Background: an optimization exercise with open tools, aiming at small area, a short achievable clock period and few clock cycles. Do not read the settings as production practice. The RTL was checked by simulation tests, not by an equivalence proof against the original design. No activity file was given, so power comes from the tool's default toggle rates.

`flow/standard.sh`:
```
#!/bin/bash
# synth_recipe.tcl (not shown) runs the flow's synth.tcl, then flattens the netlist and writes it again
# the make line also repeats each setting of config.mk as NAME=value (left out here)
make -C /OpenROAD-flow-scripts/flow DESIGN_CONFIG=/design/flow/config.mk WORK_HOME=/design/flow/orfs CLKGATE_MAP_FILE= SYNTH_SCRIPT=/design/flow/synth_recipe.tcl "${@:-finish}"
```
`flow/flow/run.sh`:
```
#!/bin/bash
set -euo pipefail
bash standard.sh synth > flow_synth.log 2>&1
bash standard.sh SETUP_SLACK_MARGIN=6.85 finish > flow_finish.log 2>&1
```
`flow/config.mk`:
```
export PLATFORM = sky130hd
export DESIGN_NAME = fsq_table_engine
export DESIGN_NICKNAME = fsq_table_engine
export VERILOG_FILES = /design/flow/design.v
export SDC_FILE = /design/flow/constraint.sdc
export NUM_CORES = 8
export LEC_CHECK = 0
export CAP_MARGIN = 20
export CORE_MARGIN = 2
export CORE_UTILIZATION = 45
export CTS_CLUSTER_DIAMETER = 100
export CTS_CLUSTER_SIZE = 25
export PLACE_DENSITY = 0.6
export SLEW_MARGIN = 20
```
`flow/design.v`:
```
module fsq_table_engine (
    input  wire        clk,
    input  wire        rst,
    input  wire        cmd_valid,
    output wire        cmd_ready,
    input  wire [3:0]  cmd_op,
    input  wire [7:0]  cmd_a,
    input  wire [7:0]  cmd_b,
    output wire        rsp_valid,
    output wire [3:0]  rsp_err,
    output wire [2:0]  rsp_sub,
    output wire [7:0]  rsp_arg,
    output wire [16:0] rsp_result,
    output wire        rsp_tv,
    output wire [2:0]  rsp_k,
    output wire [2:0]  rsp_b
);
    localparam OP_NOP    = 4'h0, OP_CLEAR  = 4'h1, OP_APUSH = 4'h2, OP_KPUSH = 4'h3,
               OP_SETPAD = 4'h4, OP_BUILD  = 4'h5, OP_ENCB  = 4'hA, OP_DECB  = 4'hB,
               OP_PACK   = 4'hC, OP_UNPACK = 4'hD;
    localparam B_FIRST = 3'd0, B_SCAN = 3'd1, B_CHK = 3'd2, B_COL = 3'd3,
               B_FIN1  = 3'd4, B_FIN2 = 3'd5, B_ERR = 3'd7;
    reg [111:0] alpha_f;                 
    reg [255:0] kslot_f;                 
    reg [4:0]  alen;
    reg [5:0]  klen;
    reg [7:0]  pad;
    reg        pad_mem;                  
    reg        hi_f;  reg [3:0] hi_i;    
    reg        dup_f; reg [3:0] dup_i;   
    reg        tv;
    reg        tv_o;                     
    reg [2:0]  r_k, r_b;                 
    reg        fast_ok;                  
    reg        kdup;                     
    reg [15:0] seen;                     
    wire k4 = alen[4], k3 = alen[3], k2 = alen[2], k1 = !(alen[4] | alen[3] | alen[2]);
    wire n_sq = (alen == 5'd1) || (alen == 5'd4) || (alen == 5'd9) || (alen == 5'd16);
    function [3:0] rc_of(input [3:0] p, input f4, input f3, input f2);
        reg [3:0] t;
        begin
            t[3] = p == 4'd6 || p == 4'd7 || p == 4'd8;
            t[2] = p == 4'd3 || p == 4'd4 || p == 4'd5;
            t[1] = p == 4'd2 || p == 4'd5 || p == 4'd8;
            t[0] = p == 4'd1 || p == 4'd4 || p == 4'd7;
            rc_of = ({4{f4}} & p) | ({4{f3}} & t) | ({4{f2}} & {1'b0, p[1], 1'b0, p[0]});
        end
    endfunction
    function [3:0] mk(input [1:0] r, input [1:0] c, input f4, input f3, input f2);
        reg [3:0] t;
        begin
            t[3] = r == 2'd2 && c == 2'd2;
            t[2] = (r == 2'd1 && c != 2'd0) || (r == 2'd2 && c != 2'd2);
            t[1] = (r == 2'd0 && c == 2'd2) || (r == 2'd1 && c == 2'd0) || (r == 2'd2 && c != 2'd2);
            t[0] = (r == 2'd0 && c == 2'd1) || (r == 2'd1 && c != 2'd1) || (r == 2'd2 && c == 2'd1);
            mk = ({4{f4}} & {r, c}) | ({4{f3}} & t) | ({4{f2}} & {2'd0, r[0], c[0]});
        end
    endfunction
    function [4:0] mkb(input [1:0] r, input [1:0] c, input f4, input f3, input f2, input f1);
        reg [4:0] t;
        begin
            t[4] = r == 2'd2 && c != 2'd0;
            t[3] = !(r == 2'd2 && c != 2'd0);
            t[2] = r == 2'd1 || (r == 2'd2 && c == 2'd0);
            t[1] = (r == 2'd0 && c != 2'd0) || (r == 2'd1 && c == 2'd2) || (r == 2'd2 && c == 2'd0);
            t[0] = (r != 2'd1 && c != 2'd1) || (r == 2'd1 && c == 2'd1);
            mkb = ({5{f4}} & {1'b1, r, c}) | ({5{f3}} & t) | ({5{f2}} & {3'b001, r[0], c[0]}) |
                  {4'd0, f1};
        end
    endfunction
    function [15:0] therm(input [4:0] n);
        integer j, b;
        reg gt, eq;
        begin
            for (j = 0; j < 16; j = j + 1) begin
                gt = 1'b0; eq = 1'b1;
                for (b = 3; b >= 0; b = b - 1) begin
                    if (!j[b]) gt = gt | (eq & n[b]);
                    eq = eq & (n[b] == j[b]);
                end
                therm[j] = n[4] | gt;
            end
        end
    endfunction
    reg [2:0]  bst;
    reg        sv;                       
    reg [4:0]  sdi;
    reg        slast;
    reg [1:0]  sph;                      
    reg        dup_a, dup_b;
    reg [3:0]  min_da;                   
    reg [1:0]  sr, sc;
    reg        rst_q;
    always @(posedge clk) rst_q <= rst;
    reg       rdy;                       
    reg       e_cmd;                     
    reg       e_bld;                     
    reg [3:0] c_op;
    reg [7:0] c_a;                       
    reg [7:0] c_b;
    reg [3:0] c_ad;                      
    reg [3:0] c_au;                      
    reg [3:0] c_sa;                      
    reg [4:0] c_sb;                      
    reg       c_age, c_bge;              
    assign cmd_ready = rdy;
    wire       b_done;                   
    wire [4:0] scan_next;                
    wire [7:0] prt;                      
    wire [3:0] i_rc1 = rc_of(cmd_a[3:0], k4, k3, k2);
    wire [3:0] i_rc2 = rc_of(cmd_b[3:0], k4, k3, k2);
    wire [3:0] i_sa  = mk(i_rc1[3:2], i_rc2[1:0], k4, k3, k2);
    wire [4:0] i_sb  = mkb(i_rc2[3:2], i_rc1[1:0], k4, k3, k2, k1);
    wire       i_bld = cmd_valid && cmd_op == OP_BUILD;
    function ge_n(input [7:0] v, input f4, input f3, input f2, input f1);
        begin
            ge_n = (|v[7:4]) || (f3 && v[3] && (|v[2:0])) || (f2 && |v[3:2]) || (f1 && |v[3:0]);
        end
    endfunction
    always @(posedge clk) begin
        c_op <= cmd_op; c_b <= cmd_b;
        c_a  <= e_bld ? prt : cmd_a;
        if (!e_bld) c_ad <= cmd_a[3:0];
        if (cmd_op == OP_UNPACK) c_au <= cmd_a[3:0];
        c_sa <= i_sa;
        c_sb <= e_bld ? scan_next : i_sb;
        c_age <= ge_n(cmd_a, k4, k3, k2, k1);
        c_bge <= ge_n(cmd_b, k4, k3, k2, k1);
        if (rst) begin
            rdy <= 1'b1; e_cmd <= 1'b0; e_bld <= 1'b0;
        end else if (!e_bld) begin
            e_cmd <= cmd_valid && !i_bld;
            e_bld <= i_bld;
            rdy <= !i_bld;
        end else begin
            e_cmd <= 1'b0;
            e_bld <= !b_done;
            rdy <= b_done;
        end
    end
    wire is_clear  = c_op == OP_CLEAR;
    wire is_apush  = c_op == OP_APUSH;
    wire is_kpush  = c_op == OP_KPUSH;
    wire is_setpad = c_op == OP_SETPAD;
    wire is_encb   = c_op == OP_ENCB;
    wire is_decb   = c_op == OP_DECB;
    wire is_pack   = c_op == OP_PACK;
    wire is_unpack = c_op == OP_UNPACK;
    wire is_ill    = !(c_op == OP_NOP || is_clear || is_apush || is_kpush || is_setpad ||
                       is_encb || is_decb || is_pack || is_unpack);
    wire [15:0] amask = therm(alen);
    reg  [15:0] cam_m;
    reg  [3:0]  cam_code;
    integer i;
    always @* begin
        cam_code = 4'd0;
        for (i = 0; i < 16; i = i + 1) begin
            cam_m[i] = (alpha_f[7*i +: 7] == c_a[6:0]) && amask[i];
            if (cam_m[i]) cam_code = cam_code | i[3:0];
        end
    end
    wire cam_hit = |cam_m;
    wire [7:0] kslot_a = kslot_f[8*c_sa +: 8];
    wire [3:0] enc_o1 = kslot_a[3:0];
    assign     prt    = kslot_f[8*c_sb +: 8];    
    wire [3:0] enc_o2 = prt[3:0];
    wire [15:0] dmask_a = {{7{k4}}, {5{k4 | k3}}, {3{k4 | k3 | k2}}, 1'b1};
    wire [31:0] dmask_b = {{14{k4}}, {2{k4 | k3}}, {7{k3}}, 1'b0, {4{k2}}, 2'b00, k1, 1'b0};
    reg [15:0] dm_a;
    reg [31:0] dm_b;
    reg [3:0]  de_a, de_b;               
    always @* begin
        de_a = 4'd0; de_b = 4'd0;
        for (i = 0; i < 16; i = i + 1) begin
            dm_a[i] = kslot_f[8*i +: 4] == c_ad && dmask_a[i];
            if (dm_a[i]) de_a = de_a | i[3:0];
        end
        for (i = 0; i < 32; i = i + 1) begin
            dm_b[i] = kslot_f[8*i +: 4] == c_b[3:0] && dmask_b[i];
            if (dm_b[i]) de_b = de_b | i[3:0];
        end
    end
    wire [3:0] rc3_a = {dm_a[6] | dm_a[7] | dm_a[8], dm_a[3] | dm_a[4] | dm_a[5],
                        dm_a[2] | dm_a[5] | dm_a[8], dm_a[1] | dm_a[4] | dm_a[7]};
    wire [3:0] rc3_b = {dm_b[15] | dm_b[16] | dm_b[17], dm_b[12] | dm_b[13] | dm_b[14],
                        dm_b[11] | dm_b[14] | dm_b[17], dm_b[10] | dm_b[13] | dm_b[16]};
    wire [3:0] rca = ({4{k4}} & de_a) | ({4{k3}} & rc3_a) | ({4{k2}} & {1'b0, de_a[1], 1'b0, de_a[0]});
    wire [3:0] rcb = ({4{k4}} & de_b) | ({4{k3}} & rc3_b) | ({4{k2}} & {1'b0, de_b[1], 1'b0, de_b[0]});
    wire [3:0] dec_o1 = mk(rca[3:2], rcb[1:0], k4, k3, k2);
    wire [3:0] dec_o2 = mk(rcb[3:2], rca[1:0], k4, k3, k2);
    wire        k_res  = !c_a[7] && cam_hit;
    wire [7:0]  k_data = c_a[7] ? 8'h90 : (cam_hit ? {4'b1000, cam_code} : {1'b0, c_a[6:0]});
    wire        k_fresh = klen == 6'd0 || klen == {1'b0, alen};   
    wire        kp_we  = e_cmd && is_kpush && !klen[5];
    wire        sc_we  = e_bld && bst == B_SCAN && sv && !c_a[7];
    wire [4:0]  w_idx  = e_bld ? sdi : klen[4:0];
    wire        s_in_b = sdi >= alen;
    wire        s_res  = c_a[7];
    wire        s_bad  = s_res ? c_a[4] : !cam_hit;
    wire [15:0] s_oh   = s_res ? (16'd1 << c_a[3:0]) : cam_m;
    wire        s_fresh = sdi == 5'd0 || sdi == alen;    
    wire        s_dup  = !s_fresh && |(seen & s_oh);
    wire        s_da   = !s_in_b && s_dup;
    wire        s_db   = s_in_b && s_dup;
    wire [15:0] col_oh = 16'd1 << c_a[3:0];
    wire        c_last_r = (k4 && sr == 2'd3) || (k3 && sr == 2'd2) || (k2 && sr == 2'd1) || k1;
    wire [1:0]  sr_n = c_last_r ? 2'd0 : sr + 2'd1;
    wire [1:0]  sc_n = c_last_r ? sc + 2'd1 : sc;
    assign scan_next = bst == B_SCAN ? c_sb + 5'd1 :
                       bst == B_COL ? mkb(sr, sc, k4, k3, k2, k1) : 5'd0;
    wire [3:0] min_rc = rc_of(min_da, k4, k3, k2);
    wire [3:0] i1_hi = mk(min_da[3:2], 2'd0, k4, k3, k2);
    wire [3:0] i1_lo = {2'd0, min_da[1:0]};
    wire [3:0] i2_hi = {2'd0, sc};
    wire [3:0] i2_lo = mk(sr, 2'd0, k4, k3, k2);
    wire       use1  = dup_a && (min_da[3:2] == 2'd0 || !dup_b);
    wire [3:0] f_hi  = use1 ? i1_hi : i2_hi;
    wire [3:0] f_lo  = use1 ? i1_lo : i2_lo;
    wire [7:0] fin_i = k2 ? {4'd0, f_hi[1:0], f_lo[1:0]} : k1 ? 8'd0 : {f_hi, f_lo};
    wire b_pass = n_sq && !hi_f && !dup_f && pad_mem && klen == {alen, 1'b0};
    wire b_fast = fast_ok && !kdup;
    assign b_done = (bst == B_FIRST && !(b_pass && !b_fast)) ||
                    (bst == B_CHK && !dup_a && !dup_b) || bst == B_FIN2 || bst == B_ERR;
    wire q_ok  = tv && !c_age && !c_bge;
    reg        n_v;
    reg [3:0]  n_err;
    reg [2:0]  n_sub;
    reg [7:0]  n_arg;
    reg [11:0] n_res;      
    always @* begin
        n_v = 1'b0; n_err = 4'd0; n_sub = 3'd0; n_arg = 8'd0; n_res = 12'd0;
        if (e_cmd) begin
            n_v = 1'b1;
            if (is_apush && alen[4]) begin n_err = 4'd3; n_sub = 3'd5; n_arg = 8'd16; end
            if (is_kpush && klen[5]) begin n_err = 4'd4; n_sub = 3'd1; n_arg = 8'd32; end
            if (is_ill) begin n_err = 4'd1; n_sub = 3'd1; end
            if (is_encb || is_decb || is_unpack || is_pack) begin
                if (!tv) n_err = 4'd2;
                else if (!is_pack && c_age) begin n_err = 4'd6; n_sub = 3'd1; n_arg = c_a; end
                else if ((is_encb || is_decb) && c_bge) begin n_err = 4'd6; n_sub = 3'd2; n_arg = c_b; end
            end
            if (is_encb && q_ok) n_res = {1'b1, enc_o1, 3'd0, enc_o2};
            if (is_decb && q_ok) n_res = {1'b1, dec_o1, 3'd0, dec_o2};
            if (is_unpack && tv && !c_age) n_res = {1'b1, 4'd0, alpha_f[7*c_au +: 7]};
            if (is_pack && tv && k_res) n_res = {1'b1, 4'd0, 3'd0, cam_code};
        end else if (e_bld) begin
            n_v = b_done;
            if (bst == B_FIRST) begin
                if (alen == 5'd0)                 begin n_err = 4'd3; n_sub = 3'd1; end
                else if (!n_sq)                   begin n_err = 4'd3; n_sub = 3'd2; n_arg = {3'd0, alen}; end
                else if (hi_f)                    begin n_err = 4'd3; n_sub = 3'd3; n_arg = {4'd0, hi_i}; end
                else if (dup_f)                   begin n_err = 4'd3; n_sub = 3'd4; n_arg = {4'd0, dup_i}; end
                else if (!pad_mem)                begin n_err = 4'd5; n_sub = 3'd1; n_arg = pad; end
                else if (klen != {alen, 1'b0})    begin n_err = 4'd4; n_sub = 3'd2; n_arg = {2'd0, klen}; end
            end
            if (bst == B_ERR)  begin n_err = 4'd4; n_sub = 3'd3; n_arg = {3'd0, sdi - 5'd1}; end
            if (bst == B_FIN2) begin n_err = 4'd4; n_sub = 3'd4; n_arg = fin_i; end
        end
    end
    reg        r_v;
    reg [3:0]  r_err;
    reg [2:0]  r_sub;
    reg [7:0]  r_arg;
    reg [11:0] r_res;
    assign rsp_valid  = r_v;
    assign rsp_err    = r_err;
    assign rsp_sub    = r_sub;
    assign rsp_arg    = r_arg;
    assign rsp_result = {r_res[11], 4'd0, r_res[10:7], 1'b0, r_res[6:0]};
    assign rsp_tv     = tv_o;
    assign rsp_k      = r_k;
    assign rsp_b      = r_b;
    always @(posedge clk) begin
        r_err <= n_err; r_sub <= n_sub; r_arg <= n_arg; r_res <= n_res;
        if (rst) r_v <= 1'b0; else r_v <= n_v;
    end
    wire build_ok = e_bld && ((bst == B_FIRST && b_pass && b_fast) ||
                              (bst == B_CHK && !dup_a && !dup_b));
    wire tv_clr   = (e_cmd && (is_clear || is_setpad || (is_apush && !alen[4]) || (is_kpush && !klen[5]))) ||
                    (e_bld && bst == B_FIRST);
    wire tv_n = !rst_q && (build_ok || (tv && !tv_clr));
    wire tv_r = tv_n && n_v;
    always @(posedge clk) begin
        tv   <= tv_n;
        tv_o <= tv_r;
        r_k  <= tv_r ? {k4, k3 | k2, alen[0]} : 3'd0;
        r_b  <= tv_r ? {k4 | k3, k2, 1'b0} : 3'd0;
    end
    always @(posedge clk) begin
        for (i = 0; i < 32; i = i + 1)
            if ((kp_we || sc_we) && w_idx == i) kslot_f[8*i +: 8] <= k_data;
    end
    always @(posedge clk) begin
        if (rst_q) begin
            alen <= 5'd0; klen <= 6'd0; pad <= 8'h20; pad_mem <= 1'b0;
            hi_f <= 1'b0; dup_f <= 1'b0; bst <= B_FIRST;
        end else if (e_cmd) begin
            if (is_clear) begin
                alen <= 5'd0; klen <= 6'd0; pad <= 8'h20; pad_mem <= 1'b0;
                hi_f <= 1'b0; dup_f <= 1'b0;
            end
            if (is_apush && !alen[4]) begin
                for (i = 0; i < 16; i = i + 1)
                    if (alen[3:0] == i) alpha_f[7*i +: 7] <= c_a[6:0];
                alen <= alen + 5'd1;
                if (!hi_f && c_a[7]) begin hi_f <= 1'b1; hi_i <= alen[3:0]; end
                if (!dup_f && cam_hit) begin dup_f <= 1'b1; dup_i <= alen[3:0]; end
                if (c_a == pad && !pad[7]) pad_mem <= 1'b1;
                if (klen != 6'd0) fast_ok <= 1'b0;
            end
            if (is_kpush && !klen[5]) begin
                klen <= klen + 6'd1;
                seen <= (k_fresh ? 16'd0 : seen) | cam_m;
                if (klen == 6'd0) begin
                    fast_ok <= k_res;
                    kdup <= 1'b0;
                end else begin
                    fast_ok <= fast_ok && k_res;
                    if (!k_fresh && |(seen & cam_m)) kdup <= 1'b1;
                end
            end
            if (is_setpad) begin
                pad <= c_a;
                pad_mem <= !c_a[7] && cam_hit;
            end
        end else if (e_bld) begin
            case (bst)
            B_FIRST: begin
                sv <= 1'b0;
                if (b_pass && !b_fast) begin
                    bst <= B_SCAN;
                    dup_a <= 1'b0; dup_b <= 1'b0;
                    fast_ok <= 1'b0;
                end
            end
            B_SCAN: begin
                sv <= 1'b1; sdi <= c_sb;
                slast <= scan_next == klen[4:0];
                if (sv) begin
                    seen <= (s_fresh ? 16'd0 : seen) | s_oh;
                    if (!dup_a) min_da <= sdi[3:0];
                    dup_a <= dup_a || s_da;
                    dup_b <= dup_b || s_db;
                    if (s_bad) bst <= B_ERR;     
                    else if (slast) bst <= B_CHK;
                end
            end
            B_CHK: begin
                if (dup_b) begin
                    bst <= B_COL; sr <= 2'd0; sc <= 2'd0; sph <= 2'd0;
                    seen <= 16'd0;
                end else if (dup_a) begin
                    bst <= B_FIN1;
                end else begin
                    bst <= B_FIRST;
                end
            end
            B_COL: begin
                sph <= sph == 2'd2 ? 2'd0 : sph + 2'd1;
                if (sph == 2'd2) begin
                    if (|(seen & col_oh)) begin
                        bst <= B_FIN1;
                    end else begin
                        seen <= seen | col_oh;
                        sr <= sr_n; sc <= sc_n;
                    end
                end
            end
            B_FIN1: begin
                min_da <= min_rc;
                bst <= B_FIN2;
            end
            B_FIN2: begin
                bst <= B_FIRST;
            end
            default: begin  
                bst <= B_FIRST;
            end
            endcase
        end
    end
endmodule
```
`flow/constraint.sdc`:
```
create_clock -name core_clock -period 10.0 [get_ports {clk}]
set_input_delay 2.0000 -clock core_clock [delete_from_list [all_inputs] [get_ports {clk}]]
set_output_delay 2.0000 -clock core_clock [all_outputs]
set_load 0.01 [all_outputs]
```
==> results of run 1 <==
-- routing by layer --
metal	global-route usage	vias to the layer above	routed length, um
li1	-	8796	-
met1	0.404	10500	37800
met2	0.475	1200	45000
met3	0.0420	220	8110
met4	0.112	0	3950
met5	0	-	0
-- registers in the layout, indices dropped and copies added (netlist names), 5 cells and up --
| signal | cells |
|---|---|
| alen | 5 |
| alpha_f | 112 |
| c_a | 8 |
| c_b | 8 |
| c_sb | 5 |
| klen | 6 |
| kslot_f | 256 |
| pad | 8 |
| r_arg | 8 |
| r_res | 12 |
| sdi | 5 |
| seen | 16 |
-- repair_timing --
| item | CTS | global route |
|---|---|---|
| pin swaps | 46 | 25 |
| cloned | 8 | 1 |
| resized for setup | 303 | 99 |
| endpoints found under the setup margin | 684 | 200 |
| buffers inserted | 116 | 18 |
-- final timing paths --
check	from	to	slack, ns	depth (start not counted)
worst max-delay path	e_cmd	kslot_f[26]	6.83	6
worst min-delay path	pad[2]	pad[2]	0.55	1
worst max register to register	e_cmd	kslot_f[26]	6.83	6
worst min register to register	pad[2]	pad[2]	0.55	1
-- cell type report --
cell class / count / area share
Sequential cell: 515 / 0.457
Multi-Input combinational cell: 1528 / 0.407
Timing Repair Buffer: 228 / 0.0692
Tap cell: 790 / 0.0309
Clock buffer: 42 / 0.0242
Inverter: 58 / 0.00719
Clock inverter: 10 / 0.00485
Timing Repair inverter: 1 / 0.000235
Antenna cell: 2 / 0.000156
-- through the flow --
step / hold slack, ns / cell area [sq um] / instances / util
after CTS: 0.540 / 31500 / 3153 / 0.512
after detailed placement: 0.515 / 28900 / 2977 / 0.470
after floorplan: 0.406 / 28000 / 2273 / -
after global placement: 0.515 / 28900 / 2977 / 0.470
final: 0.546 / 32000 / 3174 / 0.521
after global routing: 0.550 / 32000 / 3173 / 0.520
-- report_power, final --
part	internal [mW]	leakage (nW)	switching, mW	total, mW
Combinational	0.137	5.51	0.219	0.356
Clock	0.581	0.448	0.768	1.35
Sequential	2.32	4.60	0.0151	2.34
Total	3.04	10.6	1.00	4.04
-- cell usage in the layout (no fill, tap or decap), types with 17 or more instances in the layout --
master,Yosys,final
dfxtp_4,0,18
nand2_1,110,107
ha_1,24,24
xor2_1,165,165
nand2b_1,25,22
nor2b_1,27,24
buf_2,27,35
dfxtp_1,94,57
o21ai_0,76,72
a31oi_1,19,17
nor4_1,41,23
mux2i_1,21,20
dfxtp_2,0,19
and3_1,21,19
a211oi_1,33,29
a21oi_1,97,91
inv_1,51,50
nand3_1,67,67
nor2_2,0,38
mux4_2,132,132
buf_4,15,127
edfxtp_1,421,421
nor2_1,150,103
nor3_1,58,49
clkbuf_16,0,30
nand4_1,28,28
a22oi_1,26,23
buf_12,0,22
xnor2_1,141,139
-- worst reg2reg max path: cells and delay by family, from the launching register on --
kind / cells / cell delay [ns]
buf+inv: 1 / 0.50
simple gates: 4 / 1.69
compound gates: 1 / 0.29
flops: 1 / 0.32
-- kinds of logic (layout without fill, tap and decap cells) --
family / after synthesis / count (layout)
other: 1 / 9
XOR/XNOR: 306 / 306
AND/OR/NAND/NOR: 602 / 602
multiplexers: 157 / 157
buffers and inverters: 232 / 339
adder cells (fa/ha/maj): 25 / 25
AO/OA/AOI/OAI: 429 / 431
flip-flops: 515 / 515
==> impl_metrics.ini, run 1 <==
[worst_setup_path]
path_max_fanout = 47
cpMaxStageDelayCell = buf_4
critPathMaxStageDelay_ns = 0.50
crit_family = simple AND/OR/NAND/NOR gates
cp.arrival_ns = 3.43
worstPathRequired_ns = 10.26
startpoint_type = flop
critPathCaptureType = flop
worstSetupPathType = reg2reg
crit_buf_inv = 1
crit_chain = buf_4 -> nand3_1 -> nor3b_1 -> a41o_1 -> nand2_2 -> nor2_4

[sta]
finalSetupViolations = 0
worstMarginPinSlew_ns = 1.15
fmax_mhz = 316
fin_crit_sh = 0.317
final-hold-violation-count = 0
setup_tns_ns = 0
fin_ws_ns = 6.83
drv_slew = 0
fin_crit_ns = 3.17
slew_headroom = 0.230
rsz0062_at_grt = yes
finClkSkew_ns = 0.0455

[placed_design]
portBuffers = 56
dp.final_hpwl_mm = 61.7
routabilityCongestion = 0.977
pre_cts_slack_ns = 5.70

[clocking]
cts_hold_buf = 0
clock-sinks = 515
h-tree-depth = 1
clkTransAtPathRegs_ns = 0.10
cts-root-buf = clkbuf_16
cts_tree = done
cts.path.max_buffers = 3
insertion_delay_ns = 0.64
cts_buffers = 28

[yosys]
ys_types = 99
yosysTopAreaCell = edfxtp_1
synth.most_common_cell = edfxtp_1
synth_adder_area_share = 0.0111
synth-seq-cells = 515
synth-edff-count = 421
synth_xor_area_frac = 0.0962
synth.yosys.seq_area_share = 0.521
synth.top_cell.area_share = 0.454
yosys.area_share.simple = 0.111
yosys_warnings = 1
synth_compound_area_frac = 0.105
ys_top_cells_by_area = edfxtp_1, mux4_2, dfxtp_1
synth_top_family_by_area = multiplexers
netlist_area_sq_um = 27900
ys.flop_type = edfxtp_1
netlist_instances = 2267
synth.mux.area_fraction = 0.116
synth_common_cells = edfxtp_1, xor2_1, nor2_1, xnor2_1, mux4_2
async_flop_share = 0
syn_avg_cell_area_sq_um = 12.3

[cells_and_area]
areaGrowthSynthToFinish_pct = 14.8
multi_input_area_sq_um = 13000
ff_latch_area_sq_um = 14600
nFillCells = 5247
fin_nets = 2407
drive_gt1_frac = 0.249

[grt]
grt_overflow = 0
grt_pass1_vias = 20200
grt_pass1_wl_mm = 138
grt_use_total = 0.294
grt_max_degree = 68
grt_antenna_before_repair = 2

[pwr]
p_total_mw = 4.04
p_per_area_nw_per_um2 = 126
ir_worst_vdd_mv = 0.175
p_leak_nw = 10.6

[detailed_routing]
finalWirelength_mm = 94.9
drc = 0
route.detailed.vias_per_inst = 6.51
drtPass1Iterations = 8
drt-wirelength-per-cell_um = 29.9
drt_iter0_markers = 2628
vias = 20700
antenna_left = 0

[floorplan]
rows = 91
initial_core_util = 0.453
die_height_um = 253
die_area_sq_um = 63900
pin_count = 64
coreArea_sq_um = 61500
die_w_um = 253

[outcome]
status = no timing/DRC/antenna violations

[worst_hold_path]
min_path_type = reg2reg

[job]
max_cap_viol_count = 0
Testbench counts, summed over its fixed seeds: cycles 14,700.
==> run 2: changes to the inputs <==
==> flow/flow/run.sh (replaced) <==
#!/bin/bash
set -euo pipefail
bash standard.sh synth > flow_synth.log 2>&1
bash standard.sh SETUP_SLACK_MARGIN=6.7 finish > flow_finish.log 2>&1
==> run 2 against run 1 <==
- still clean
- routed wire length is 2.6% lower
- combinational power shrank 7.9%
- synthesized area did not move
- critical path depth decreased by 5
- fmax decreased by 3.5%
- register-to-register slack got worse by 0.10 ns
- global-route usage decreased by 0.97 points
- first-iteration DRC count shrank 5.6%
- clock-buffer cell count decreased by 2
- synthesized cell count did not move
- flip-flop and latch count did not move
- cell count down 2.0%
- critical endpoint is now rsp_result[11]
==> impl_metrics.ini, run 2 <==
[outcome]
status = no timing/DRC/antenna violations

[cells_and_area]
layout.cells.most_common = edfxtp_1
ff_latch_area_sq_um = 14600
largest_register = kslot_f
drive_gt1_frac = 0.190
largest_registers = kslot_f: 256 flops, alpha_f: 112 flops, seen: 16 flops
nFillCells = 5332
final_util = 0.506
largest_register_ff_count = 256
final_cell_mix = edfxtp_1, xor2_1, xnor2_1
multi_input_area_sq_um = 12700
fin_area_sq_um = 31100
areaGrowthSynthToFinish_pct = 11.7
fin_nets = 2346

[yosys]
synth-edff-count = 421
async_flop_share = 0
netlist_instances = 2267
ys_types = 99
synth.most_common_cell = edfxtp_1
synth.yosys.seq_area_share = 0.521
yosysTopAreaCell = edfxtp_1
synth-seq-cells = 515
ys_top_cells_by_area = edfxtp_1, mux4_2, dfxtp_1
yosys_warnings = 1
synth_common_cells = edfxtp_1, xor2_1, nor2_1, xnor2_1, mux4_2
syn_avg_cell_area_sq_um = 12.3
ys.flop_type = edfxtp_1
netlist_area_sq_um = 27900
synth.top_cell.area_share = 0.454

[pwr]
switching_share = 0.245
p_leak_nw = 10.2
p_seq_frac = 0.588
p_per_area_nw_per_um2 = 128
p_clk_frac = 0.329
power.internal_mw = 3.00
ir_worst_vdd_mv = 0.189
combPwrFrac = 0.083
switching_power_mw = 0.976

[worst_setup_path]
cpMaxStageDelayCell = dfxtp_4
crit_buf_inv = 1
critPathMaxStageDelay_ns = 0.40
path_max_fanout = 1
crit_family = flip-flops
worstPathRequired_ns = 8.00
cp.arrival_ns = 1.28
worstSetupPathType = reg2out
startpoint_type = flop
crit_chain = clkdlybuf4s15_2
regToRegSetupSlack_ns = 6.73
critPathCaptureType = output port

[sta]
fin_crit_ns = 3.28
rsz0062_at_grt = yes
final-hold-violation-count = 0
drv_slew = 0
fin_crit_sh = 0.328
worstMarginPinSlew_ns = 1.10
fmax_mhz = 305
finClkSkew_ns = 0.0550
setup_tns_ns = 0
finalSetupViolations = 0
slew_headroom = 0.265
fin_ws_ns = 6.72

[grt]
grt_use_total = 0.285
grt_pass1_vias = 19500
grt_pass1_wl_mm = 135
grt_max_degree = 68
grt_antenna_before_repair = 2
grt_overflow = 0

[placed_design]
place_area_sq_um = 29000
pre_cts_slack_ns = 5.77
portBuffers = 56
routabilityCongestion = 0.975
dp.final_hpwl_mm = 61.4

[detailed_routing]
dr_wl_met2_mm = 43.9
antenna_left = 0
finalWirelength_mm = 92.4
route.detailed.vias_per_inst = 6.53
drt-wirelength-per-cell_um = 29.7
dr_wl_met3_mm = 8.10
highest_layer = met4
wl_met1_mm = 36.9
drtPass1Iterations = 6
drt_iter0_markers = 2481
drc = 0
vias = 20300

[floorplan]
die_height_um = 253
coreArea_sq_um = 61500
pin_count = 64
rows = 91
die_area_sq_um = 63900
initial_core_util = 0.453
die_w_um = 253

[clocking]
cts-root-buf = clkbuf_16
insertion_delay_ns = 0.65
cts.path.max_buffers = 3
clkTransAtPathRegs_ns = 0.12
cts_tree = done
clock-sinks = 515
cts_buffers = 27
h-tree-depth = 1

[job]
max_cap_viol_count = 0

[worst_hold_path]
min_path_type = reg2reg
[run 2: final cells by class]
type,instances,share of cell area
flip-flops and latches,515,0.469
multi-input cells,1529,0.409
inverters,58,0.00732
well taps,790,0.0318
clock inverters,10,0.00406
repair buffers,167,0.0548
clock buffers,40,0.0240
repair inverters,1,0.000241
diodes,1,0.0000804
[run 2: power by group through the flow]
stage                     Sequential [mW]  Clock [mW]  Combinational, mW
after floorplan                      2.38           0              0.194
after global placement               2.40           0              0.259
after detailed placement             2.40           0              0.261
after CTS                            2.34        1.32              0.306
after global routing                 2.34        1.39              0.344
final                                2.34        1.31              0.328
[run 2: worst paths after layout]
path                                        to  cells after the start  startpoint
worst max register to register        r_res[2]                     12     alen[0]
worst min-delay path                  r_arg[7]                      2      c_b[7]
worst max-delay path            rsp_result[11]                      1   r_res[10]
worst min register to register        r_arg[7]                      2      c_b[7]
[run 2: logic make-up (layout without fill, tap and decap cells)]
family / count (synthesis) / after routing / synth area share
fa+ha+maj: 25 / 25 / 0.0111
compound gates: 429 / 431 / 0.105
buf+inv: 232 / 276 / 0.0396
other cells: 1 / 8 / 0.000135
simple gates: 602 / 603 / 0.111
xor+xnor: 306 / 306 / 0.0962
flops: 515 / 515 / 0.521
mux: 157 / 157 / 0.116
[run 2: stage by stage]
stage / instances / power [mW] / hold WS [ns]
finish: 3111 / 3.98 / 0.478
global route: 3110 / 4.08 / 0.519
CTS: 3085 / 3.97 / 0.478
detailed placement: 2982 / 2.67 / 0.447
global placement: 2981 / 2.66 / 0.463
floorplan: 2273 / 2.58 / 0.406
[run 2: layer usage]
layer  vias up  track usage
li1       8671            -
met4         0       0.0904
met1     10200        0.400
met2      1250        0.466
met5         -            0
met3       182       0.0299
[run 2: what timing repair did]
item	in CTS	in global routing
pin swaps	15	4
hold buffers	0	0
endpoints found under the setup margin	628	147
gates cloned	6	2
gates resized for setup	148	58
hold endpoints to repair	0	0
buffers inserted	47	23
==> run 3: changes to the inputs <==
==> flow/flow/run.sh (replaced) <==
#!/bin/bash
set -euo pipefail
bash standard.sh synth > flow_synth.log 2>&1
bash standard.sh SETUP_SLACK_MARGIN=7.0 finish > flow_finish.log 2>&1
==> run 3 against run 2 <==
- total power up 0.13%
- synthesized cell count is the same
- first-iteration DRC count is 6.7% lower
- routed wire length is 3.2% higher
==> impl_metrics.ini, run 3 <==
[outcome]
status = no timing/DRC/antenna violations

[cells_and_area]
areaGrowthSynthToFinish_pct = 16.7
fin_area_sq_um = 32500
layout.cells.most_common = edfxtp_1
drive_gt1_frac = 0.261
final_util = 0.529
largest_register = kslot_f
largest_register_ff_count = 256
fin_nets = 2410
largest_registers = kslot_f: 256 flops, alpha_f: 112 flops, seen: 16 flops
final_cell_mix = edfxtp_1, xor2_1, xnor2_1

[pwr]
p_clk_frac = 0.320
ir_worst_vdd_mv = 0.193
power.internal_mw = 3.01
combPwrFrac = 0.093
p_per_area_nw_per_um2 = 122
switching_power_mw = 0.976
switching_share = 0.245
p_seq_frac = 0.587
p_leak_nw = 10.7
p_total_mw = 3.98

[yosys]
syn_avg_cell_area_sq_um = 12.3
synth_common_cells = edfxtp_1, xor2_1, nor2_1, xnor2_1, mux4_2
ys_types = 99
ys_top_cells_by_area = edfxtp_1, mux4_2, dfxtp_1
yosys_warnings = 1
synth_compound_area_frac = 0.105
synth.mux.area_fraction = 0.116
netlist_area_sq_um = 27900
synth_xor_area_frac = 0.0962
synth-edff-count = 421
synth-seq-cells = 515
synth.most_common_cell = edfxtp_1
synth.top_cell.area_share = 0.454
async_flop_share = 0
yosys.area_share.simple = 0.111
synth_top_family_by_area = multiplexers
netlist_instances = 2267
yosysTopAreaCell = edfxtp_1
synth.yosys.seq_area_share = 0.521
ys.flop_type = edfxtp_1
synth_adder_area_share = 0.0111

[grt]
grt_pass1_wl_mm = 139
grt_use_total = 0.295
grt_max_degree = 68
grt_antenna_before_repair = 2
grt_overflow = 0
grt_pass1_vias = 20200

[detailed_routing]
vias = 20700
antenna_left = 0
drc = 0
drtPass1Iterations = 9
route.detailed.vias_per_inst = 6.52
drt_iter0_markers = 2314
finalWirelength_mm = 95.4
drt-wirelength-per-cell_um = 30.0

[sta]
worstMarginPinSlew_ns = 1.11
setup_tns_ns = 0
final-hold-violation-count = 0
rsz0062_at_grt = yes
finalSetupViolations = 0
fin_crit_sh = 0.314
finClkSkew_ns = 0.0228
fin_crit_ns = 3.14
timing.hold.ws_ns = 0.475
drv_slew = 0
slew_headroom = 0.261
fmax_mhz = 319

[worst_setup_path]
worstSetupPathType = reg2out
r2r_cells = 9
startpoint_type = flop
cp.arrival_ns = 1.14
path_max_fanout = 1
critPathMaxStageDelay_ns = 0.41
cpMaxStageDelayCell = dfxtp_4
worstPathRequired_ns = 8.00
r2r_end = dup_b
regToRegSetupSlack_ns = 6.96
crit_chain = buf_6
crit_family = flip-flops
worstReg2RegStart = alen[1]
crit_buf_inv = 1
critPathCaptureType = output port

[floorplan]
die_area_sq_um = 63900
rows = 91
coreArea_sq_um = 61500
die_w_um = 253
pin_count = 64
die_height_um = 253
initial_core_util = 0.453

[placed_design]
portBuffers = 56
place_area_sq_um = 29000
dp.final_hpwl_mm = 61.0
routabilityCongestion = 0.951

[job]
max_cap_viol_count = 0

[clocking]
clkTransAtPathRegs_ns = 0.11
insertion_delay_ns = 0.63
clock-sinks = 515
cts.path.max_buffers = 3
cts_tree = done
cts-root-buf = clkbuf_16
h-tree-depth = 1
cts_buffers = 26

[worst_hold_path]
hold_end = r_arg[7]
min_path_type = reg2reg
hold_path.startpoint = c_b[7]
min_path_cells = 2
run 3: cell counts after synthesis:
No cell type changed its count.
run 3: cell families after synthesis:
family / Yosys count
compound gates: 429
fa+ha+maj: 25
buf+inv: 232
xor+xnor: 306
other cells: 1
mux: 157
flops: 515
simple gates: 602
run 3: metal layers:
metal / global-route usage / up-vias / part of all wire
met5: 0 / - / 0
met3: 0.0406 / 219 / 0.085
met2: 0.478 / 1163 / 0.47
li1: - / 8819 / -
met4: 0.120 / 0 / 0.047
met1: 0.402 / 10500 / 0.40
run 3: area by class of cell:
class | instances | area [sq um]
Fill cell | 5148 | 29000
Tap cell | 790 | 988
Sequential cell | 515 | 14600
Timing Repair inverter | 1 | 7.51
Antenna cell | 2 | 5.00
Inverter | 58 | 223
Multi-Input combinational cell | 1528 | 13200
Clock buffer | 38 | 706
Timing Repair Buffer | 233 | 2620
Clock inverter | 10 | 111
run 3: timing repair:
action,4_1_cts,5_1_grt
pin swaps,22,41
hold buffers,0,0
endpoints found under the setup margin,649,474
cloned,9,4
gates resized for setup,358,147
setup buffers,88,39
run 3: through the flow:
stage                     instances  worst slack, ns
after floorplan                2273             6.60
after global placement         2985             5.81
after detailed placement       2985             5.67
after CTS                      3130             6.87
after global routing           3175             6.86
final                          3175             6.86
run 3: power groups by stage:
stage | combinational [mW] | clock [mW] | sequential, mW
floorplan | 0.197 | 0 | 2.38
global placement | 0.247 | 0 | 2.41
detailed placement | 0.249 | 0 | 2.41
CTS | 0.342 | 1.28 | 2.34
global route | 0.386 | 1.35 | 2.34
finish | 0.370 | 1.27 | 2.34
run 3: how the worst max path moves through the flow:
stage,startpoint,end,slack (ns),cells after the start
floorplan,cmd_a[3],c_sb[1],6.60,10
finish,r_res[1],rsp_result[1],6.86,1
global route,r_res[9],rsp_result[10],6.86,1
detailed placement,cmd_a[0],c_sb[1],5.67,10
CTS,tv_o,rsp_tv,6.87,1
global placement,cmd_a[0],c_sb[1],5.81,10
==> run 4: changes to the inputs <==
--- a/flow/config.mk
+++ b/flow/config.mk
@@ -6,4 +6,5 @@
 export NUM_CORES = 8
 export LEC_CHECK = 0
+export ABC_AREA = 1
 export CAP_MARGIN = 20
 export CORE_MARGIN = 2
==> run 4 against run 3 <==
- first-iteration DRC count rose by 55%
- non-clock buffer count fell by 56
- worst setup slack got worse by 0.00066 ns
- flip-flop and latch count did not move
- clock power rose by about 10%
- clock skew rose by 0.016 ns
- utilization fell by 1.4 points
- critical path type unchanged
- design area rose by 1.5%
- synthesized area rose by 4.1%
- routed wire length rose by 18%
==> impl_metrics.ini, run 4 <==
[clocking]
clkTransAtPathRegs_ns = 0.10
cts_hold_buf = 0
cts_tree = done
cts-root-buf = clkbuf_16
insertion_delay_ns = 0.66
cts_buffers = 29
cts.path.max_buffers = 3
clock-sinks = 515
h-tree-depth = 1

[worst_setup_path]
critical_path_depth = 1
cp.arrival_ns = 1.14
r2r_cells = 9
crit_buf_inv = 1
crit_family = flip-flops
cpMaxStageDelayCell = dfxtp_4
critPathMaxStageDelay_ns = 0.38
worstPathRequired_ns = 8.00
path_max_fanout = 1
worstSetupPathType = reg2out
critPathCaptureType = output port
startpoint_type = flop
crit_chain = buf_6

[sta]
final-hold-violation-count = 0
fmax_mhz = 319
drv_slew = 0
fin_crit_sh = 0.314
fin_crit_ns = 3.14
setup_tns_ns = 0
finalSetupViolations = 0
finClkSkew_ns = 0.0392
timing.hold.ws_ns = 0.512
worstMarginPinSlew_ns = 1.04
rsz0062_at_grt = yes
slew_headroom = 0.307

[floorplan]
die_area_sq_um = 66500
die_w_um = 258
die_height_um = 258
coreArea_sq_um = 64100
rows = 93
pin_count = 64
initial_core_util = 0.452

[grt]
grt_max_degree = 84
grt_pass1_wl_mm = 162
grt_antenna_before_repair = 1
grt_use_total = 0.324
grt_pass1_vias = 24500
grt_overflow = 0

[placed_design]
portBuffers = 56
dp.final_hpwl_mm = 74.5
routabilityCongestion = 1.02

[cells_and_area]
largest_registers = kslot_f: 256 flops, alpha_f: 112 flops, seen: 16 flops
areaGrowthSynthToFinish_pct = 13.9
drive_gt1_frac = 0.126
fin_nets = 3546
nFillCells = 5966
final_cell_mix = nand2_1, nor2_1, edfxtp_1
largest_register = kslot_f
largest_register_ff_count = 256
layout.cells.most_common = nand2_1

[detailed_routing]
finalWirelength_mm = 113
antenna_left = 0
drc = 0
vias = 26800
route.detailed.vias_per_inst = 6.12
drt_iter0_markers = 3589
drtPass1Iterations = 9
drt-wirelength-per-cell_um = 25.8

[yosys]
synth_common_cells = nand2_1, nor2_1, edfxtp_1, o21ai_0, inv_1
synth.top_cell.area_share = 0.436
synth-seq-cells = 515
netlist_instances = 3473
ys_top_cells_by_area = edfxtp_1, nand2_1, o21ai_0
ys_types = 66
synth.yosys.seq_area_share = 0.501
netlist_area_sq_um = 29000
synth-edff-count = 421
syn_avg_cell_area_sq_um = 8.35
synth.most_common_cell = nand2_1
yosysTopAreaCell = edfxtp_1
async_flop_share = 0
ys.flop_type = edfxtp_1
yosys_warnings = 1

[pwr]
power.internal_mw = 3.04
combPwrFrac = 0.088
p_clk_frac = 0.342
switching_share = 0.259
ir_worst_vdd_mv = 0.139
p_seq_frac = 0.570
p_per_area_nw_per_um2 = 124
p_leak_nw = 12.2
switching_power_mw = 1.06

[worst_hold_path]
min_path_cells = 0
min_path_type = reg2reg

[job]
max_cap_viol_count = 0

[outcome]
status = no timing/DRC/antenna violations
## run 4: cell types whose count changed in the layout (fill, tap and decap cells not counted), sizes merged, moves of 79 or more
cell   previous run  this run
nand2           110       615
nor2            152       513
o21ai            91       435
inv              59       321
mux4            132         0
xor2            165        76
a21oi            99       181
nand3            68       148
xnor2           141        62
## run 4: final timing paths
| check | from | to | slack (ns) |
|---|---|---|---|
| worst max-delay path | r_res[3] | rsp_result[3] | 6.86 |
| worst min-delay path | c_sb[0] | sdi[0] | 0.51 |
| worst max register to register | e_cmd | kslot_f[76] | 7.03 |
| worst min register to register | c_sb[0] | sdi[0] | 0.51 |
## run 4: power by group through the flow
| stage | clock, mW | sequential [mW] | combinational, mW |
|---|---|---|---|
| after detailed placement | 0 | 2.39 | 0.282 |
| after global placement | 0 | 2.39 | 0.280 |
| after global routing | 1.48 | 2.34 | 0.379 |
| after floorplan | 0 | 2.38 | 0.181 |
| after CTS | 1.41 | 2.33 | 0.322 |
| final | 1.40 | 2.34 | 0.361 |
## run 4: per-stage QoR
stage | power [mW] | utilization | std cells | worst slack, ns | area [sq um]
after floorplan | 2.56 | - | 3479 | 6.85 | 29100
after detailed placement | 2.67 | 0.472 | 4246 | 5.67 | 30200
final | 4.10 | 0.515 | 4378 | 6.86 | 33000
after CTS | 4.07 | 0.502 | 4338 | 6.85 | 32200
after global placement | 2.67 | 0.471 | 4246 | 5.92 | 30200
after global routing | 4.19 | 0.515 | 4376 | 6.85 | 33000
## run 4: what timing repair did
item	CTS	global route
pin swaps	10	15
setup endpoints to repair	628	430
cloned	9	6
endpoints found under the hold margin	0	0
gates resized for setup	343	139
buffers inserted	30	32
## run 4: area by class of cell
| class | count | area [sq um] | area share |
|---|---|---|---|
| clock buffer | 37 | 756 | 0.0229 |
| timing repair inverter | 2 | 16.3 | 0.000493 |
| clock inverter | 16 | 210 | 0.00637 |
| timing repair buffer | 177 | 1940 | 0.0586 |
| antenna | 2 | 5.00 | 0.000152 |
| sequential | 515 | 14600 | 0.442 |
| tap | 855 | 1070 | 0.0324 |
| multi-input combinational | 2448 | 13000 | 0.395 |
| inverter | 326 | 1390 | 0.0422 |
## run 4: logic make-up after synthesis
family / share of synthesized area
other cells: 0.000129
fa+ha+maj: 0.0104
mux: 0.00104
buf+inv: 0.0732
compound gates: 0.170
xor+xnor: 0.0417
simple gates: 0.203
flops: 0.501
## run 4: per-layer routing
metal / global-route usage / routed length (um)
met5: 0 / 0
met4: 0.150 / 6060
met3: 0.0561 / 11300
met2: 0.506 / 50600
met1: 0.440 / 45000
==> run 5: changes to the inputs <==
--- a/flow/config.mk
+++ b/flow/config.mk
@@ -6,5 +6,4 @@
 export NUM_CORES = 8
 export LEC_CHECK = 0
-export ABC_AREA = 1
 export CAP_MARGIN = 20
 export CORE_MARGIN = 2
@@ -12,4 +11,4 @@
 export CTS_CLUSTER_DIAMETER = 100
 export CTS_CLUSTER_SIZE = 25
-export PLACE_DENSITY = 0.6
+export PLACE_DENSITY = 0.7
 export SLEW_MARGIN = 20
==> run 5 against run 4 <==
- first-iteration DRC count decreased by 23%
- register-to-register slack got worse by 0.09 ns
- global-route usage is 4.1 points lower
- worst hold slack worse by 0.018 ns
- critical endpoint is now rsp_result[10]
- fmax increased by 0.13%
- die area is 3.8% lower
- largest cell class unchanged
- highest routed layer is now met5
- critical path type unchanged
- via count fell by 21%
- design area fell by 2.3%
==> impl_metrics.ini, run 5 <==
[outcome]
status = no timing/DRC/antenna violations

[floorplan]
die_w_um = 253
coreArea_sq_um = 61500
initial_core_util = 0.453
die_height_um = 253
pin_count = 64
die_area_sq_um = 63900
rows = 91

[worst_setup_path]
crit_chain = buf_6
critPathCaptureType = output port
crit_family = flip-flops
crit_path_end = rsp_result[10]
startpoint_type = flop
worstPathRequired_ns = 8.00
cp.arrival_ns = 1.13
regToRegSetupSlack_ns = 6.94
cpMaxStageDelayCell = dfxtp_4
critical_path_depth = 1
cp-startpoint = r_res[9]
r2r_end = seen[4]
r2r_cells = 13
crit_buf_inv = 1
worstSetupPathType = reg2out
path_max_fanout = 1
critPathMaxStageDelay_ns = 0.40
worstReg2RegStart = c_a[1]

[sta]
finClkSkew_ns = 0.0466
final-hold-violation-count = 0
slew_headroom = 0.251
fin_crit_sh = 0.313
fin_crit_ns = 3.13
fin_ws_ns = 6.87
finalSetupViolations = 0
drv_slew = 0
setup_tns_ns = 0
fmax_mhz = 319
worstMarginPinSlew_ns = 1.11
rsz0062_at_grt = yes

[cells_and_area]
layout.cells.most_common = edfxtp_1
layoutNonFillerInstCount = 3169
antenna_cells = 0
largest_register = kslot_f
areaGrowthSynthToFinish_pct = 15.8
fin_nets = 2407
largest_registers = kslot_f: 256 flops, alpha_f: 112 flops, seen: 16 flops
drive_gt1_frac = 0.259
largest_register_ff_count = 256
final_cell_mix = edfxtp_1, xor2_1, xnor2_1

[yosys]
netlist_instances = 2267
synth-seq-cells = 515
synth.most_common_cell = edfxtp_1
async_flop_share = 0
netlist_area_sq_um = 27900
yosysTopAreaCell = edfxtp_1
ys.flop_type = edfxtp_1
ys_types = 99
synth_common_cells = edfxtp_1, xor2_1, nor2_1, xnor2_1, mux4_2
yosys_warnings = 1
synth.yosys.seq_area_share = 0.521
synth-edff-count = 421
synth.top_cell.area_share = 0.454
ys_top_cells_by_area = edfxtp_1, mux4_2, dfxtp_1
syn_avg_cell_area_sq_um = 12.3

[clocking]
clkTransAtPathRegs_ns = 0.10
cts_tree = done
insertion_delay_ns = 0.63
cts_hold_buf = 0
clock-sinks = 515
h-tree-depth = 1
cts-root-buf = clkbuf_16
cts.path.max_buffers = 3
cts_buffers = 26

[detailed_routing]
drt_iter0_markers = 2765
antenna_left = 0
finalWirelength_mm = 92.6
route.detailed.vias_per_inst = 6.67
drt-wirelength-per-cell_um = 29.2
wl_met1_mm = 34.1
dr_wl_met2_mm = 42.3
dr_wl_met3_mm = 10.1
drc = 0
drtPass1Iterations = 7
vias = 21200
highest_layer = met5

[placed_design]
portBuffers = 56
dp.final_hpwl_mm = 58.5
pre_cts_slack_ns = 5.74
place_inst = 2975
routabilityCongestion = 0.990

[grt]
grt_pass1_wl_mm = 135
grt_pass1_vias = 20300
grt_max_degree = 68
grt_overflow = 0
grt_antenna_before_repair = 1
grt_use_total = 0.283

[pwr]
ir_worst_vdd_mv = 0.141
p_per_area_nw_per_um2 = 122
p_leak_nw = 10.6

[worst_hold_path]
hold_path.startpoint = c_b[7]
min_path_type = reg2reg

[job]
max_cap_viol_count = 0
## run 5: per-stage QoR
step	power (mW)	area, sq um	util	hold slack [ns]
after floorplan	2.58	28100	-	0.406
after global placement	2.65	28900	0.470	0.452
after detailed placement	2.66	28900	0.470	0.448
after CTS	3.92	31500	0.512	0.488
after global routing	4.03	32300	0.525	0.519
final	3.93	32300	0.525	0.494
## run 5: how the worst min path moves through the flow
| stage | cells after the start | slack (ns) | endpoint |
|---|---|---|---|
| 4_1_cts | 2 | 0.49 | r_arg[7] |
| 6_report | 2 | 0.49 | r_arg[7] |
| 3_5_place_dp | 2 | 0.45 | r_arg[7] |
| 3_3_place_gp | 2 | 0.45 | r_arg[7] |
| 5_1_grt | 2 | 0.52 | r_arg[7] |
| 2_1_floorplan | 0 | 0.41 | sdi[2] |
## run 5: area by class of cell
type	instances	area, sq um
multi-input combinational	1527	13200
clock buffer	39	721
sequential	515	14600
fill	5073	29200
timing repair inverter	1	7.51
clock inverter	8	73.8
timing repair buffer	231	2470
inverter	58	228
tap	790	988
## run 5: what timing repair did
item / in CTS / in global routing
setup buffers: 105 / 30
gates cloned: 7 / 4
setup endpoints to repair: 682 / 450
pin swaps: 46 / 39
endpoints found under the hold margin: 0 / 0
gates resized for setup: 361 / 122
## run 5: logic make-up (layout without fill, tap and decap cells)
group / count (synthesis) / count (layout) / share of synthesized area
flip-flops: 515 / 515 / 0.521
other: 1 / 7 / 0.000135
multiplexers: 157 / 157 / 0.116
AND/OR/NAND/NOR: 602 / 602 / 0.111
adder cells (fa/ha/maj): 25 / 25 / 0.0111
buffers and inverters: 232 / 337 / 0.0396
AO/OA/AOI/OAI: 429 / 430 / 0.105
XOR/XNOR: 306 / 306 / 0.0962
## run 5: tightest hold or removal path: cells and delay by family (launching register included)
kind | cells | cell delay (ns)
AOI/OAI and AO/OA | 1 | 0.07
DFF | 1 | 0.33
and+or+nand+nor | 1 | 0.06
## run 5: power breakdown
group	internal, mW	total, mW	switching, mW
logic	0.139	0.353	0.214
clock network	0.517	1.24	0.721
registers	2.32	2.34	0.0175
## run 5: per-layer routing
metal | track usage | vias to the layer above
met5 | 0 | -
met4 | 0.144 | 2
met3 | 0.0525 | 347
met2 | 0.445 | 1587
met1 | 0.375 | 10400
li1 | - | 8789
==> run 6: changes to the inputs <==
--- a/flow/config.mk
+++ b/flow/config.mk
@@ -6,9 +6,9 @@
 export NUM_CORES = 8
 export LEC_CHECK = 0
-export CAP_MARGIN = 20
+export CAP_MARGIN = 0
 export CORE_MARGIN = 2
 export CORE_UTILIZATION = 45
 export CTS_CLUSTER_DIAMETER = 100
 export CTS_CLUSTER_SIZE = 25
-export PLACE_DENSITY = 0.7
-export SLEW_MARGIN = 20
+export PLACE_DENSITY = 0.6
+export SLEW_MARGIN = 0
==> run 6 against run 5 <==
- worst hold slack lost 0.014 ns
- utilization grew 0.27 points
- fmax grew 0.13%
- register-to-register slack gained 0.04 ns
- flip-flop and latch count is the same
- first-iteration DRC count shrank 13%
- clock-buffer cell count is the same
- die area is the same
- clock power is essentially flat
- still clean on timing, DRC and antenna
==> impl_metrics.ini, run 6 <==
[outcome]
status = no timing/DRC/antenna violations

[worst_setup_path]
crit_family = flip-flops
crit_path_end = rsp_result[1]
cpMaxStageDelayCell = dfxtp_4
critPathMaxStageDelay_ns = 0.41
r2r_cells = 9
startpoint_type = flop
crit_buf_inv = 1
worstPathRequired_ns = 8.00
crit_chain = buf_6
path_max_fanout = 1
r2r_end = r_res[1]
critPathCaptureType = output port
regToRegSetupSlack_ns = 6.98
worstReg2RegStart = c_b[0]
worstSetupPathType = reg2out
critical_path_depth = 1
cp-startpoint = r_res[1]
cp.arrival_ns = 1.13

[sta]
timing.hold.ws_ns = 0.480
fmax_mhz = 320
finClkSkew_ns = 0.0273
slew_headroom = 0.259
fin_ws_ns = 6.87
final-hold-violation-count = 0
setup_tns_ns = 0
fin_crit_sh = 0.313
finalSetupViolations = 0
worstMarginPinSlew_ns = 1.11
fin_crit_ns = 3.13
rsz0062_at_grt = yes
drv_slew = 0

[placed_design]
portBuffers = 56
pre_cts_slack_ns = 5.69
routabilityCongestion = 0.951
dp.final_hpwl_mm = 60.9

[detailed_routing]
dr_wl_met3_mm = 8.64
antenna_left = 0
dr_wl_met2_mm = 44.6
drt_iter0_markers = 2402
finalWirelength_mm = 95.0
route.detailed.vias_per_inst = 6.55
vias = 20800
drc = 0
wl_met1_mm = 37.3
drt-wirelength-per-cell_um = 29.9
highest_layer = met4
drtPass1Iterations = 10

[grt]
grt_overflow = 0
grt_antenna_before_repair = 2
grt_max_degree = 68
grt_pass1_vias = 20100
grt_pass1_wl_mm = 138
grt_use_total = 0.292

[floorplan]
initial_core_util = 0.453
coreArea_sq_um = 61500
rows = 91
die_height_um = 253
die_area_sq_um = 63900
die_w_um = 253
pin_count = 64

[cells_and_area]
fin_nets = 2407
largest_register = kslot_f
layout.cells.most_common = edfxtp_1
largest_registers = kslot_f: 256 flops, alpha_f: 112 flops, seen: 16 flops
areaGrowthSynthToFinish_pct = 16.4
final_cell_mix = edfxtp_1, xor2_1, xnor2_1
largest_register_ff_count = 256
drive_gt1_frac = 0.262

[yosys]
synth_adder_area_share = 0.0111
synth_top_family_by_area = multiplexers
ys.flop_type = edfxtp_1
synth-edff-count = 421
yosysTopAreaCell = edfxtp_1
syn_avg_cell_area_sq_um = 12.3
netlist_area_sq_um = 27900
netlist_instances = 2267
yosys.area_share.simple = 0.111
synth_common_cells = edfxtp_1, xor2_1, nor2_1, xnor2_1, mux4_2
synth.most_common_cell = edfxtp_1
synth.yosys.seq_area_share = 0.521
ys_types = 99
yosys_warnings = 1
synth_xor_area_frac = 0.0962
synth.mux.area_fraction = 0.116
synth_compound_area_frac = 0.105
ys_top_cells_by_area = edfxtp_1, mux4_2, dfxtp_1
async_flop_share = 0
synth-seq-cells = 515
synth.top_cell.area_share = 0.454

[clocking]
h-tree-depth = 1
cts.path.max_buffers = 3
clock-sinks = 515
cts_buffers = 27
insertion_delay_ns = 0.62
cts-root-buf = clkbuf_16
clkTransAtPathRegs_ns = 0.10
cts_tree = done

[pwr]
p_leak_nw = 10.7
ir_worst_vdd_mv = 0.173
p_per_area_nw_per_um2 = 123

[job]
max_cap_viol_count = 0

[worst_hold_path]
min_path_type = reg2reg
## run 6: worst min-delay path by stage
| stage | startpoint | end | slack [ns] | cells after the start |
|---|---|---|---|---|
| after floorplan | c_sb[2] | sdi[2] | 0.41 | 0 |
| after detailed placement | c_b[7] | r_arg[7] | 0.45 | 2 |
| after CTS | c_b[7] | r_arg[7] | 0.48 | 2 |
| after global placement | c_b[7] | r_arg[7] | 0.45 | 2 |
| final | c_b[7] | r_arg[7] | 0.48 | 2 |
| after global routing | c_b[7] | r_arg[7] | 0.52 | 2 |
## run 6: cell type report
type	instances	area [sq um]
Inverter	58	223
Timing Repair inverter	1	7.51
Clock inverter	11	114
Tap cell	790	988
Clock buffer	39	721
Sequential cell	515	14600
Multi-Input combinational cell	1528	13200
Fill cell	5218	29000
Timing Repair Buffer	229	2550
Antenna cell	3	7.51
## run 6: metrics by stage
step | util | total power, mW | cells | cell area (sq um)
5_1_grt | 0.527 | 4.08 | 3172 | 32400
3_3_place_gp | 0.472 | 2.66 | 2985 | 29000
3_5_place_dp | 0.472 | 2.66 | 2985 | 29000
6_report | 0.528 | 3.98 | 3174 | 32400
4_1_cts | 0.514 | 3.97 | 3146 | 31600
2_1_floorplan | - | 2.58 | 2273 | 28100
## run 6: cells by family after synthesis
| family | after synthesis |
|---|---|
| xor gates and xnor gates | 306 |
| buffers and inverters | 232 |
| adders and majority gates | 25 |
| AOI/OAI and AO/OA | 429 |
| other | 1 |
| and+or+nand+nor | 602 |
| muxes | 157 |
| DFF | 515 |
## run 6: report_power, final
group          total, mW  leakage, nW  switching, mW  internal (mW)
combinational      0.371         5.65          0.222          0.150
clock               1.27        0.401          0.741          0.526
sequential          2.34         4.61         0.0149           2.32
## run 6: routing by layer
metal  track usage  vias up
li1              -     8806
met1         0.398    10500
met2         0.475     1244
met3        0.0431      229
met4         0.111        0
met5             0        -
## run 6: timing repair
item | in CTS | in global routing
hold buffers | 0 | 0
setup buffers | 101 | 23
setup endpoints to repair | 647 | 532
gates resized for setup | 356 | 137
pin swaps | 29 | 35
gates cloned | 10 | 2
==> run 7: changes to the inputs <==
==> flow/flow/run.sh (replaced) <==
#!/bin/bash
set -euo pipefail
bash standard.sh synth > flow_synth.log 2>&1
bash standard.sh SETUP_SLACK_MARGIN=7.1 SKIP_GATE_CLONING=1 finish > flow_finish.log 2>&1
==> run 7 against run 6 <==
- still clean on timing, DRC and antenna
- register-to-register slack got worse by 0.07 ns
- worst setup slack got worse by 0.012 ns
- design area increased by 4.2%
- global-route usage is 0.16 points lower
- combinational power is 15% higher
- critical path depth is the same
- utilization increased by 2.2 points
- die area did not move
- first-iteration DRC count grew 16%
- total power is 1.7% higher
- flip-flop and latch count stayed put
- highest routed layer unchanged
==> impl_metrics.ini, run 7 <==
[worst_setup_path]
cp-startpoint = tv_o
crit_buf_inv = 1
critPathCaptureType = output port
crit_path_end = rsp_tv
r2r_end = kslot_f[246]
worstReg2RegStart = c_a[3]
r2r_cells = 14
path_max_fanout = 1
crit_family = flip-flops
startpoint_type = flop
critical_path_depth = 1
crit_chain = buf_6
regToRegSetupSlack_ns = 6.91
worstPathRequired_ns = 8.00
cp.arrival_ns = 1.14
critPathMaxStageDelay_ns = 0.40
cpMaxStageDelayCell = dfxtp_4
worstSetupPathType = reg2out

[grt]
grt_use_total = 0.291
grt_max_degree = 68
grt_pass1_vias = 20200
grt_overflow = 0
grt_pass1_wl_mm = 137
grt_antenna_before_repair = 1

[cells_and_area]
largest_register = kslot_f
largest_registers = kslot_f: 256 flops, alpha_f: 112 flops, seen: 16 flops
final_cell_mix = edfxtp_1, xor2_1, xnor2_1
fin_nets = 2471
drive_gt1_frac = 0.299
layoutNonFillerInstCount = 3229
multi_input_area_sq_um = 13600
largest_register_ff_count = 256
layout.cells.most_common = edfxtp_1
nFillCells = 4949
areaGrowthSynthToFinish_pct = 21.3
ff_latch_area_sq_um = 14600

[sta]
slew_headroom = 0.280
fin_crit_sh = 0.314
setup_tns_ns = 0
finClkSkew_ns = 0.0549
finalSetupViolations = 0
final-hold-violation-count = 0
worstMarginPinSlew_ns = 1.08
drv_slew = 0
fmax_mhz = 318
fin_crit_ns = 3.14
rsz0062_at_grt = yes

[clocking]
cts_tree = done
cts.path.max_buffers = 3
clock-sinks = 515
cts_hold_buf = 0
h-tree-depth = 1
cts_buffers = 26
insertion_delay_ns = 0.63
clkTransAtPathRegs_ns = 0.10
cts-root-buf = clkbuf_16

[yosys]
synth-edff-count = 421
netlist_area_sq_um = 27900
synth.yosys.seq_area_share = 0.521
syn_avg_cell_area_sq_um = 12.3
yosys_warnings = 1
yosysTopAreaCell = edfxtp_1
synth_common_cells = edfxtp_1, xor2_1, nor2_1, xnor2_1, mux4_2
ys_top_cells_by_area = edfxtp_1, mux4_2, dfxtp_1
ys.flop_type = edfxtp_1
synth.most_common_cell = edfxtp_1
netlist_instances = 2267
ys_types = 99
synth.top_cell.area_share = 0.454
async_flop_share = 0
synth-seq-cells = 515

[detailed_routing]
drc = 0
route.detailed.vias_per_inst = 6.53
antenna_left = 0
drt_iter0_markers = 2791
vias = 21100
drtPass1Iterations = 9
finalWirelength_mm = 98.2
drt-wirelength-per-cell_um = 30.4

[worst_hold_path]
min_path_type = reg2reg
min_path_cells = 2

[pwr]
switching_power_mw = 0.979
p_clk_frac = 0.315
p_per_area_nw_per_um2 = 120
power.internal_mw = 3.06
ir_worst_vdd_mv = 0.126
combPwrFrac = 0.106
switching_share = 0.242
p_leak_nw = 11.2
p_seq_frac = 0.579

[placed_design]
routabilityCongestion = 0.955
place_inst = 2982
dp.final_hpwl_mm = 59.4
portBuffers = 56

[floorplan]
die_w_um = 253
initial_core_util = 0.453
rows = 91
die_height_um = 253
pin_count = 64
die_area_sq_um = 63900
coreArea_sq_um = 61500

[job]
max_cap_viol_count = 0

[outcome]
status = no timing/DRC/antenna violations
run 7: cell counts after synthesis:
No cell type changed its count.
run 7: stage by stage:
stage	total power, mW	hold slack [ns]	instance area (sq um)	worst slack [ns]	util
6_report	4.04	0.464	33800	6.86	0.550
5_1_grt	4.13	0.511	33800	6.84	0.550
4_1_cts	3.97	0.460	31800	6.83	0.518
3_5_place_dp	2.66	0.427	29000	5.69	0.471
3_3_place_gp	2.66	0.454	29000	5.75	0.471
2_1_floorplan	2.58	0.406	28100	6.60	-
run 7: repair_timing:
item	in CTS	in global routing
pin swaps	41	82
hold endpoints to repair	0	0
setup endpoints to repair	676	641
gates resized for setup	414	224
setup buffers	121	83
run 7: how the worst min path moves through the flow:
stage,startpoint,end,slack (ns)
floorplan,c_sb[2],sdi[2],0.41
global route,c_b[7],r_arg[7],0.51
detailed placement,c_b[7],r_arg[7],0.43
finish,c_b[7],r_arg[7],0.46
global placement,c_b[7],r_arg[7],0.45
CTS,c_b[7],r_arg[7],0.46
run 7: metal layers:
layer	routed length [um]	vias to the layer above	track usage
met4	4790	0	0.112
li1	-	8912	-
met3	9450	268	0.0395
met1	37700	10600	0.393
met2	46200	1331	0.478
met5	0	-	0
run 7: kinds of logic (layout without fill, tap and decap cells):
group	after synthesis	count (layout)	synth area share
buf+inv	232	397	0.0396
xor+xnor	306	306	0.0962
mux	157	157	0.116
fa+ha+maj	25	25	0.0111
compound gates	429	429	0.105
simple gates	602	602	0.111
flops	515	515	0.521
other cells	1	8	0.000135
run 7: power by group through the flow:
stage / Sequential (mW) / Clock, mW / Combinational [mW]
4_1_cts: 2.34 / 1.28 / 0.347
3_5_place_dp: 2.42 / 0 / 0.239
3_3_place_gp: 2.42 / 0 / 0.236
2_1_floorplan: 2.38 / 0 / 0.197
6_report: 2.34 / 1.27 / 0.428
5_1_grt: 2.34 / 1.35 / 0.444
run 7: final cells by class:
cell class              instances  area share
flip-flops and latches        515       0.432
multi-input cells            1526       0.403
repair buffers                297       0.104
well taps                     790      0.0292
clock buffers                  34      0.0211
inverters                      58     0.00699
clock inverters                 8     0.00348
diodes                          1   0.0000740

==> re-timing with driven ports <==
The flow's constraints put no driver on any port. The routed layouts listed below were extracted and timed again, unchanged, in two steps.
Step 1 sets driving cells, clkbuf_16 on the clock port and buf_2 on the other inputs (assumed; they add their load-dependent delay and slew).
Step 2, shift: input delay + t, output delay - t, t = (earliest + latest rising clock arrival at the registers) / 2. This alone moves slack from input paths to output paths.
a / b / c = ideal ports / drivers / drivers and shift; a / b = the first two.
run	t (ns)	slack for setup (ns)	clock arrival spread, ns
run 1	0.677	6.833 / 6.803 / 6.235	0.047 / 0.046
run 2	0.681	6.719 / 6.659 / 6.177	0.055 / 0.055
run 3	0.673	6.864 / 6.804 / 6.423	0.024 / 0.024
run 4	0.701	6.863 / 6.801 / 6.340	0.040 / 0.039
run 5	0.666	6.867 / 6.809 / 6.343	0.047 / 0.047
run 6	0.668	6.871 / 6.810 / 6.412	0.027 / 0.028
run 7	0.659	6.860 / 6.803 / 6.322	0.055 / 0.055
After both steps every run listed still meets setup and hold. The setup slack of run 1, which loses most, moves by -0.030 ns with the drivers and by -0.598 ns with both steps.
